This design comes from an exercise in tuning for small area, a short achievable clock period and few clock cycles per item on the open sky130 flow, not from production work. In this exercise RTL edits were held to simulation tests only and were not proved equivalent to the original. Power is estimated from default activity; no workload was simulated.

## exp/fjord
Design stack_vm, start of the top module:
module stack_vm #(
    parameter MEMMAX = 16
) (
    input  wire                 clk,
    input  wire                 rst,           
    input  wire [31:0]          prog_len,      
    output wire [30:0]          prog_addr,     
    input  wire [63:0]          prog_rdata,    
    input  wire                 cmd_valid,
    input  wire                 cmd_run,       
    output wire                 cmd_ready,
    output reg                  done,
    output wire [32:0]          sp,
    output reg  [32:0]          ip,
    output wire [15:0]          status,
    output wire [32:0]          fault_ip,
    output wire [MEMMAX*32-1:0] stack_cells
);
Size: about 880 flip-flops, about 760 I/O pins, roughly 56000 sq um of cells after synthesis.
make LEC_CHECK=0 ABC_AREA=1 CAP_MARGIN=20 CORE_MARGIN=2 CORE_UTILIZATION=30 SLEW_MARGIN=20 finish   # period 13.0 ns
run.sh (not shown) runs the stock make flow with config.mk's settings and CLKGATE_MAP_FILE= SYNTH_SCRIPT=/design/flow/synth_recipe.tcl, a recipe that flattens the netlist after the stock synthesis.
Testbench counts of exp/fjord, summed over its fixed seeds: cycles 60,697, instructions 41,447.
#### Input delta (exp/cedar over exp/fjord)
-- flow/design.v --
<<< exp/fjord, line 235
    wire ms    = d_ms;
    wire fin   = (ph_mul & mul_last) | (ph_align & div_small) | (ph_div & cnt0 & !dv_neg) | ph_neg;
    wire e_done = ph_first ? !ms : (fin | ph_ji | ph_ref);
    wire redir  = (ph_first & (o_jump | (o_jumpz & !t_nz))) | ph_ji;
    wire redir_pa = (ph_first & d_jmp) | ph_ji;
>>> exp/cedar, line 235
    wire ms    = d_ms;
    wire fin   = (ph_mul & mul_last) | (ph_align & div_small) | (ph_div & cnt0 & !dv_neg) | ph_neg;
    reg  e_done;
    wire ms_new  = r_oh[3] | r_oh[4] | r_oh[5] | r_oh[24] | r_oh[18] | r_oh[26];
    wire cnt0_nx = ph_align ? (shamt == 5'd0) : (md_cnt == 5'd1);
    wire redir  = (ph_first & (o_jump | (o_jumpz & !t_nz))) | ph_ji;
    wire redir_pa = (ph_first & d_jmp) | ph_ji;
<<< exp/fjord, line 323
                       ph_div   ? (cnt0 ? (dv_neg ? PH_NEG : PH_FIRST) : PH_DIV) :
                       PH_FIRST;
    assign prog_addr = (!busy || (!d_valid && rf)) ? ip[30:0] :
                       (!d_valid || !e_done) ? ip_inc :
                       redir_pa           ? d_arg[30:0] : ip_inc2;
    always @(posedge clk) begin
        len_r <= prog_len;
>>> exp/cedar, line 325
                       ph_div   ? (cnt0 ? (dv_neg ? PH_NEG : PH_FIRST) : PH_DIV) :
                       PH_FIRST;
    reg  pa_ip, pa_n1, pa_tg;
    assign prog_addr = pa_ip ? ip[30:0] : pa_n1 ? ip_inc : pa_tg ? d_arg[30:0] : ip_inc2;
    always @(posedge clk) begin
        len_r <= prog_len;
<<< exp/fjord, line 399
    end
    wire d_load = busy && (!d_valid || e_done);
    always @(posedge clk) begin
        if (d_load) begin
            d_bad <= r_bad;
            d_opc <= r_opc;
            d_ms  <= r_oh[3] | r_oh[4] | r_oh[5] | r_oh[24] | r_oh[18] | r_oh[26];
            d_jmp <= r_oh[22];
            d_arg <= r_arg;
>>> exp/cedar, line 400
    end
    wire d_load = busy && (!d_valid || e_done);
    wire e_done_nx = (ph_nx == PH_MUL)   ? ml_nx :
                     (ph_nx == PH_ALIGN) ? small_nx :
                     (ph_nx == PH_DIV)   ? (cnt0_nx & !dv_neg) :
                     ((ph_nx == PH_NEG) || (ph_nx == PH_JI) || (ph_nx == PH_REF));
    wire e_done_d = d_load ? !ms_new : e_done_nx;
    wire        upd      = e_go && (e_fault || e_done);
    wire        adv      = e_go && !e_fault && e_done;
    wire        cont     = adv && !e_halt && run_mode;
    wire        busy_nxv = !busy ? (cmd_valid && (st_state == ST_RUNNING)) :
                           !d_valid ? 1'b1 :
                           e_fault ? 1'b0 : (e_done ? cont : 1'b1);
    wire        dv_nxv   = !busy ? 1'b0 : !d_valid ? !rf : (cont ? !redir : 1'b1);
    wire        rf_nxv   = !busy ? 1'b0 : !d_valid ? 1'b0 : (cont ? jz_taken : rf);
    wire        phf_nxv  = !e_go || (ph_nx == PH_FIRST);
    wire        phji_nxv = e_go && (ph_nx == PH_JI);
    wire        djmp_nxv = d_load ? r_oh[22] : d_jmp;
    wire        rdpa_nxv = (phf_nxv && djmp_nxv) || phji_nxv;
    wire        pa_ip_nx = !busy_nxv || (!dv_nxv && rf_nxv);
    wire        pa_n1_nx = !dv_nxv || !e_done_d;
    always @(posedge clk) begin
        if (d_load) begin
            d_bad <= r_bad;
            d_opc <= r_opc;
            d_ms  <= ms_new;
            d_jmp <= r_oh[22];
            d_arg <= r_arg;
<<< exp/fjord, line 427
            pp_neg <= 1'b1;
        end
        if (e_go && tos_en) tos <= tos_nx;
        if (e_go && nos_en) nos <= nos_nx;
>>> exp/cedar, line 447
            pp_neg <= 1'b1;
        end
        e_done <= e_done_d;
        pa_ip  <= rst | pa_ip_nx;
        pa_n1  <= pa_n1_nx;
        pa_tg  <= rdpa_nxv;
        if (e_go && tos_en) tos <= tos_nx;
        if (e_go && nos_en) nos <= nos_nx;
--- outcome ---
- Status | exp/cedar and exp/fjord | clean
- Number of buffers added by the clock tree synthesis step up 0.96% in exp/cedar wrt exp/fjord
- The fraction of final layout cells with drive strength greater than 1 number comes out lower for exp/cedar vs exp/fjord.
- Looking at worst setup path endpoint, the stack[15][6] result is from exp/cedar; the prog_addr[2] one comes from exp/fjord.
- NOTE: global-route wire length before repair in exp/cedar exceeds that of exp/fjord
- In the flow results for exp/cedar and exp/fjord, the total routed wire length on the met1 layer is smaller on exp/cedar.
- exp/fjord gets by with fewer registers than exp/cedar.
- NOTE: power in exp/cedar falls short of that of exp/fjord
- In exp/cedar, share of cell area taken by flip-flops and latches is higher than in exp/fjord.
- Diff exp/fjord -> exp/cedar: final routed wirelength across all metal layers grew by 6700 um; internal power of the cells shrank by 3.7%.
- Comparing exp/cedar and exp/fjord, the lower count of unique library cells instantiated by Yosys is on exp/cedar.
- Against exp/fjord, final area in exp/cedar fell slightly.
- Between exp/cedar and exp/fjord, the well-tap cell count is lower for exp/cedar.
Testbench counts of exp/cedar, summed over its fixed seeds: cycles 60,697, instructions 41,447.

== v24 ==
Another version of the RTL of stack_vm (not shown whole).
Size in the first run: about 7100 cells after synthesis, about 880 flip-flops, ~760 I/O pins.
clock: 13.0 ns
lec_check: 0
abc_area: 1
cap_margin: 20
core_margin: 2
core_utilization: 30
slew_margin: 20
Testbench counts of v24, summed over its fixed seeds: cycles 60,697, instructions 41,447.
diff inputs: v24 => v1
-- flow/design.v --
<<< v24, line 325
                       ph_div   ? (cnt0 ? (dv_neg ? PH_NEG : PH_FIRST) : PH_DIV) :
                       PH_FIRST;
    assign prog_addr = (!busy || (!d_valid && rf)) ? ip[30:0] :
                       (!d_valid || !e_done) ? ip_inc :
                       redir_pa           ? d_arg[30:0] : ip_inc2;
    always @(posedge clk) begin
        len_r <= prog_len;
>>> v1, line 325
                       ph_div   ? (cnt0 ? (dv_neg ? PH_NEG : PH_FIRST) : PH_DIV) :
                       PH_FIRST;
    reg  [30:0] pa_r;
    assign prog_addr = pa_r;
    always @(posedge clk) begin
        len_r <= prog_len;
<<< v24, line 405
                     (ph_nx == PH_DIV)   ? (cnt0_nx & !dv_neg) :
                     ((ph_nx == PH_NEG) || (ph_nx == PH_JI) || (ph_nx == PH_REF));
    always @(posedge clk) begin
        if (d_load) begin
>>> v1, line 404
                     (ph_nx == PH_DIV)   ? (cnt0_nx & !dv_neg) :
                     ((ph_nx == PH_NEG) || (ph_nx == PH_JI) || (ph_nx == PH_REF));
    wire e_done_d = d_load ? !ms_new : e_done_nx;
    wire        upd      = e_go && (e_fault || e_done);
    wire        adv      = e_go && !e_fault && e_done;
    wire        cont     = adv && !e_halt && run_mode;
    wire [30:0] ip_nxv   = upd ? (ip_redir ? d_arg[30:0] : ip_inc) : ip[30:0];
    wire [30:0] ipn1_nxv = adv ? (ip_redir ? tgt_p1 : ipn2) : ipn1;
    wire [30:0] ipn2_nxv = adv ? (ip_redir ? tgt_p2 : ipn_p3) : ipn2;
    wire        busy_nxv = !busy ? (cmd_valid && (st_state == ST_RUNNING)) :
                           !d_valid ? 1'b1 :
                           e_fault ? 1'b0 : (e_done ? cont : 1'b1);
    wire        dv_nxv   = !busy ? 1'b0 : !d_valid ? !rf : (cont ? !redir : 1'b1);
    wire        rf_nxv   = !busy ? 1'b0 : !d_valid ? 1'b0 : (cont ? jz_taken : rf);
    wire        phf_nxv  = !e_go || (ph_nx == PH_FIRST);
    wire        phji_nxv = e_go && (ph_nx == PH_JI);
    wire        djmp_nxv = d_load ? r_oh[22] : d_jmp;
    wire [30:0] darg_nxv = d_load ? r_arg[30:0] : (e_go && ph_first && o_jumpi) ? alu_sum[30:0] : d_arg[30:0];
    wire        rdpa_nxv = (phf_nxv && djmp_nxv) || phji_nxv;
    wire [30:0] pa_nx    = (!busy_nxv || (!dv_nxv && rf_nxv)) ? ip_nxv :
                           (!dv_nxv || !e_done_d) ? ipn1_nxv :
                           rdpa_nxv ? darg_nxv : ipn2_nxv;
    always @(posedge clk) begin
        if (d_load) begin
<<< v24, line 433
            pp_neg <= 1'b1;
        end
        e_done <= d_load ? !ms_new : e_done_nx;
        if (e_go && tos_en) tos <= tos_nx;
        if (e_go && nos_en) nos <= nos_nx;
>>> v1, line 452
            pp_neg <= 1'b1;
        end
        e_done <= e_done_d;
        pa_r   <= rst ? 31'd0 : pa_nx;
        if (e_go && tos_en) tos <= tos_nx;
        if (e_go && nos_en) nos <= nos_nx;
==> summary.txt <==
- v1 closes out successfully: all stages finished, all timing, DRC and antenna checks passed.
- Against v24 as the reference, v1 delivers a higher number of cells after detailed placement.
- v1 vs v24, met1 layer usage reported by global route went up by 1.8 points.
- Changes observed in v1 relative to v24: routed wirelength normalized by instance count has increased, final design utilization has remained practically unchanged.
- Diff v24 -> v1 | die extent in y | increase of about 0.9%
- [diff] sum of internal, switching and leakage power, v1 relative to v24: regression
- In the metrics for v1 and v24, the one carrying the higher growth of design area from synthesis to finish is v1.
- v1 vs v24 — count of distinct cell types in the synthesized netlist climbed by a little under 10%
- Met2 wire length: v1 higher than v24
- For the count of filler cells inserted in the layout, v1 came in 2.4% higher than v24 did.
- In v1 relative to v24, combinational power had gone down by more than 10%.
- Logic depth of the worst setup path including buffers in v1 is 18 higher than in v24
- The worst slew margin relative to its limit reported for v1 is greater than that of v24 by 1.1 points.
- Slowest library cell on the worst path = edfxtp_1: v1; slowest library cell on the worst path = nand2_2: v24
Testbench counts of v1, summed over its fixed seeds: cycles 60,697, instructions 41,447.

==> port drivers added, routing unchanged <==
The results above use ideal ports. As a check the final layouts listed here were re-extracted and re-timed, cells and wires unchanged.
Step 1: set_driving_cell puts a clkbuf_16 on clk and a buf_2 on each other input, an assumption about the parent block.
Step 2 adds t to the input delays and takes it off the output delays; t is the mean of the earliest and latest rising clock arrival at the registers after step 1. Input paths then give back, and output paths get back, about the clock's delay inside the block.
a / b / c = ideal / step 1 / step 2; a / b = the first two.
| run | t (ns) | setup slack, ns | worst setup path after step 2 | pins driven straight from the clock port |
|---|---|---|---|---|
| exp/fjord | 0.877 | 5.738 / 5.632 / 6.242 | register to register | 1 |
| exp/cedar | 0.847 | 6.193 / 6.135 / 6.193 | register to register | 1 |
| v24 | 0.866 | 6.521 / 6.423 / 6.971 | register to register | 1 |
| v1 | 0.865 | 5.407 / 5.407 / 5.407 | register to register | 1 |
After both steps every run listed still meets setup and hold.
